This design comes from an exercise in tuning for small area, a short achievable clock period and few clock cycles per item on the open sky130 flow, not from production work.
Only simulation tests tie the RTL to the original design; equivalence was not proved.
Power and IR drop assume default switching activity.

==> inputs of 12-23 <==
Design sm2_divrem, start of the top module:
module sm2_divrem (
    input  wire         clk,
    input  wire         rst,       
    input  wire         start,     
    input  wire         a_sign,    
    input  wire [575:0] a_mag,
    input  wire         b_sign,    
    input  wire [575:0] b_mag,
    output wire         ready,
    output reg          done,      
    output reg          divz,      
    output reg          q_sign,
    output wire [575:0] q_mag,
    output reg          r_sign,
    output wire [575:0] r_mag
);
clock: 20.0 ns
lec_check: 0
abc_area: 1
cap_margin: 40
core_margin: 2
core_utilization: 20
place_density: 0.3
slew_margin: 30
standard.sh (not shown) runs the stock make flow with config.mk's settings and CLKGATE_MAP_FILE= SYNTH_SCRIPT=/design/flow/synth_recipe.tcl, a recipe that flattens the netlist after the stock synthesis.
==> flow/flow/run.sh <==
#!/bin/bash
# The standard layout (standard.sh) with two changes to how it is made:
#  - repair_timing works for a setup margin of 14 ns, so the paths are sized
#    and buffered beyond the bare 20 ns requirement (the SDC is unchanged);
#  - the port buffers are buf_1 cells instead of the default delay buffers.
# Each step's output goes to a log file of its own here (ORFS also keeps its
# per-step logs under orfs/logs).
set -euo pipefail
bash standard.sh synth > synth.log 2>&1
bash standard.sh SETUP_SLACK_MARGIN=14 \
    "BUFFER_PORTS_ARGS=-buffer_cell sky130_fd_sc_hd__buf_1" finish > layout.log 2>&1
==> 05-08: changes against 12-23 <==
--- a/flow/design.v
+++ b/flow/design.v
@@ -43,11 +43,10 @@
     assign q_mag = Q;
     assign r_mag = R;
     wire [575:0] sum;
     wire         cout, eq;
     sm2_divrem_addsub u_add (.x(R), .y(B), .rsub(rsub), .s(sum), .cout(cout), .eq(eq));
-    wire rnz = |R;
     wire [71:0] fr, fb;
     genvar gi;
     generate
         for (gi = 0; gi < 72; gi = gi + 1) begin : g_bytes
             assign fr[gi] = |R[8*gi +: 8];
@@ -55,41 +54,77 @@
         end
     endgenerate
     wire [6:0] tr, tb;
     wire       vr, vb;
     sm2_divrem_penc72 u_pr (.f(fr), .idx(tr), .v(vr));
+    wire rnz = |R;
     sm2_divrem_penc72 u_pb (.f(fb), .idx(tb), .v(vb));
     wire [6:0] dalign = afirst ? tr_r - tb_r : D;   
-    wire        wones = &Q[63:0];
-    wire [63:0] winc  = Q[63:0] + 64'd1;            
+    wire [8:0] dr, db;
+    generate
+        for (gi = 0; gi < 9; gi = gi + 1) begin : g_digits
+            assign dr[gi] = |fr[8*gi +: 8];
+            assign db[gi] = |fb[8*gi +: 8];
+        end
+    endgenerate
+    reg        far;
+    integer    di;
+    always @(*) begin
+        far = 1'b0;
+        for (di = 2; di < 9; di = di + 1)
+            if (dr[di] && (db >> (di - 1)) == 9'd0) far = 1'b1;
+    end
+    wire [63:0] wc;                                 
+    wire [7:0]  wg, wcg;                            
+    genvar wk, wj;
+    generate
+        for (wk = 0; wk < 8; wk = wk + 1) begin : g_winc
+            assign wg[wk] = &Q[8*wk +: 8];
+            if (wk == 0) begin : g_c0
+                assign wcg[wk] = 1'b1;
+            end else begin : g_cn
+                assign wcg[wk] = wcg[wk-1] & wg[wk-1];
+            end
+            for (wj = 0; wj < 8; wj = wj + 1) begin : g_bit
+                if (wj == 0) begin : g_b0
+                    assign wc[8*wk] = wcg[wk];
+                end else begin : g_bn
+                    assign wc[8*wk+wj] = wc[8*wk+wj-1] & Q[8*wk+wj-1];
+                end
+            end
+        end
+    endgenerate
+    wire        wones = wcg[7] & wg[7];             
+    wire [63:0] winc  = Q[63:0] ^ wc;               
     reg  [1:0]  bsel;
     reg         r_wr;             
     reg         q_clr, q_sh, q_one, q_rot, q_inc;
     reg         q_in;
     reg  [3:0]  nstate;
-    reg  [9:0]  nJ;
     reg  [6:0]  nD;
     reg  [9:0]  nRC, nRS;
     reg         nrcarry, nrsub;
     reg         fin, fin_divz, fin_qs, fin_rs, set_signs;
     always @(*) begin
         bsel = B_LOAD;
         r_wr = 1'b0;
         q_clr = 1'b0; q_sh = 1'b0; q_one = 1'b0; q_rot = 1'b0; q_inc = 1'b0;
         q_in = 1'b0;
         nstate = state;
-        nJ = J; nD = D; nRC = RC; nRS = RS; nrcarry = rcarry; nrsub = 1'b0;
+        nD = D; nRC = RC; nRS = RS; nrcarry = rcarry; nrsub = 1'b0;
         fin = 1'b0; fin_divz = 1'b0; fin_qs = 1'b0; fin_rs = 1'b0; set_signs = 1'b0;
         case (state)
             S_IDLE: begin
                 bsel  = B_LOAD;
                 nrsub = a_sign ^ b_sign;
-                nJ    = 10'd0;
                 if (start) nstate = S_FIRST;
             end
             S_FIRST: begin
                 q_clr = 1'b1;
+                if (far) begin
+                    bsel = B_L64;            
+                end
                 if (!vb) begin
                     fin = 1'b1; fin_divz = 1'b1;            
                     nstate = S_IDLE;
                 end else if (!sdiff && !cout) begin
                     fin = 1'b1; set_signs = 1'b1;            
@@ -104,33 +139,34 @@
                 end else begin
                     nstate = S_ALIGN;
                 end
             end
             S_ALIGN: begin
+                nD = dalign - ((dalign[6:3] != 4'd0) ? 7'd8 : 7'd1);
                 if (dalign[6:3] != 4'd0) begin
-                    bsel = B_L64; nJ = J + 10'd64; nD = dalign - 7'd8;
+                    bsel = B_L64;
                     nstate = (nD == 7'd0) ? S_CHECK : S_ALIGN;
                 end else if (dalign != 7'd0) begin
-                    bsel = B_L8;  nJ = J + 10'd8;  nD = dalign - 7'd1;
+                    bsel = B_L8;
                     nstate = (nD == 7'd0) ? S_CHECK : S_ALIGN;
                 end else begin
-                    bsel = B_L8;  nJ = J + 10'd8;  nD = 7'd0;
+                    bsel = B_L8;
                     nstate = S_ITER;
                 end
             end
             S_CHECK: begin
-                bsel = B_R1; nJ = J - 10'd1;
+                bsel = B_R1; 
                 nstate = S_POST;
             end
             S_POST: begin
                 if (ge_r) begin
-                    bsel = B_L8; nJ = J + 10'd8;
+                    bsel = B_L8; 
                     nstate = S_ITER;
                 end else begin
                     r_wr = cout;
                     q_sh = 1'b1; q_in = cout;
-                    bsel = B_R1; nJ = J - 10'd1;
+                    bsel = B_R1; 
                     nstate = S_ITER;
                 end
             end
             S_ITER: begin
                 r_wr = cout;
@@ -144,11 +180,11 @@
                     end else begin
                         nrsub  = 1'b1;
                         nstate = S_FIX;
                     end
                 end else begin
-                    bsel = B_R1; nJ = J - 10'd1;
+                    bsel = B_R1; 
                 end
             end
             S_FIX: begin
                 set_signs = 1'b1; fin_qs = 1'b1; fin_rs = b_sign & rnz;
                 r_wr  = rnz;
@@ -178,10 +214,18 @@
                 end
             end
             default: nstate = S_IDLE;
         endcase
     end
+    reg [9:0] jstep;
+    always @(*)
+        case (bsel)
+            B_L64:   jstep = 10'd64;
+            B_L8:    jstep = 10'd8;
+            B_R1:    jstep = 10'h3ff;    
+            default: jstep = 10'd0;
+        endcase
     always @(posedge clk) begin
         case (bsel)
             B_LOAD: B <= {8'd0, b_mag};
             B_L64:  B <= {B[519:0], 64'd0};
             B_L8:   B <= {B[575:0], 8'd0};
@@ -189,18 +233,18 @@
         endcase
         if (q_clr)      Q <= {575'd0, q_one};
         else if (q_sh)  Q <= {Q[574:0], q_in};
         else if (q_rot) Q <= {Q[574:0], Q[575]};
         else if (q_inc) Q[63:0] <= winc;
-        J  <= nJ;
+        J <= (state == S_IDLE) ? 10'd0 : J + jstep;
         D  <= nD;
         RC <= nRC;
         RS <= nRS;
         rcarry <= nrcarry;
         rsub   <= nrsub;
         tr_r   <= tr;
-        tb_r   <= tb;
+        tb_r   <= far ? tb + 7'd8 : tb;
         afirst <= (state == S_FIRST);
         ge_r   <= cout;
         if (state == S_IDLE) sdiff <= a_sign ^ b_sign;
         if (set_signs) begin
             q_sign <= fin_qs;
Settings changed: CTS_CLUSTER_DIAMETER set to 80, CTS_CLUSTER_SIZE set to 30.
==> qor_table.md <==
| Group | Item | Value |
|---|---|---|
| worst setup path | Reg-to-Reg Start | B[297] |
| logic synthesis | Post-synth EDFFs | 612 |
| timing | Headroom to the max-slew limit | 26.93% |
| power and ir drop | Power dissipated in the clock network | 0.00500 W |
| cts | Clock slew seen by the registers of the worst setup and hold paths | 0.06 ns |
| run status | Result of the run | complete, no violations |
| logic synthesis | Simple logic cell fraction of the synthesized area | 19.63% |
| logic synthesis | Synthesized-area fraction occupied by ao, oa, aoi and oai cells | 17.33% |
| finish | Sequential fraction of total cell area | 31.80% |
| finish | Layout Area Growth over Synthesis | 25.19% |
| timing | Fin Clk Skew | 0.1070 ns |
the above is filed under 12-23

==> qor_table.md <==
| Group | Item | Value |
|---|---|---|
| run status | Result of the run | complete, no violations |
| worst setup path | Reg-to-Reg Start | B[476] |
| finish | Sequential fraction of total cell area | 31.98% |
| finish | Biggest registers after layout | B: 584 flops, Q: 576 flops, R: 576 flops |
| power and ir drop | Power per cell area | 224.4 mW/mm² |
| logic synthesis | Simple logic cell fraction of the synthesized area | 19.46% |
| detailed routing | Count of nets left with antenna violations after detail routing | 0 |
| timing | Fin Clk Skew | 0.08744 ns |
| finish | Final cell count without fillers | 22,980 |
| logic synthesis | Top-area cell type share of the netlist area | 22.66% |
| power and ir drop | Power consumed by sequential cells | 0.00759 W |
| logic synthesis | Synthesized-area fraction occupied by ao, oa, aoi and oai cells | 17.47% |
| cts | Maximum count of clock buffers along a single path | 4 |
| timing | Headroom to the max-slew limit | 17.68% |
| power and ir drop | Power dissipated in the clock network | 0.00424 W |
| finish | Layout Area Growth over Synthesis | 24.57% |
the above is filed under 05-08

Testbench counts of 12-23, summed over its fixed seeds: cycles 112,540, items 800.
Testbench counts of 05-08, summed over its fixed seeds: cycles 112,151, items 800.

==> what the ideal ports hide <==
The results above use ideal ports. As a check the final layouts listed here were re-extracted and re-timed, cells and wires unchanged.
Step 1, drivers: a clkbuf_16 drives clk and a buf_2 each remaining input, both assumed.
Step 2 moves the port delays by t, midway between the first and last clock arrival at a register: inputs arrive t later, outputs are due t later. That takes back most of the time a late clock gives input paths.
Three values: ideal ports, drivers, drivers and shift; two values: the first two.
| run | t, ns | setup slack, ns | worst hold slack (ns) |
|---|---|---|---|
| 12-23 | 1.065 | 14.022 / 13.889 / 13.851 | 0.460 / 0.460 / 0.460 |
| 05-08 | 1.067 | 14.021 / 13.883 / 13.184 | 0.468 / 0.468 / 0.468 |
After both steps every run listed still meets setup and hold. The setup slack of 05-08, which loses most, moves by -0.138 ns with the drivers and by -0.837 ns with both steps.
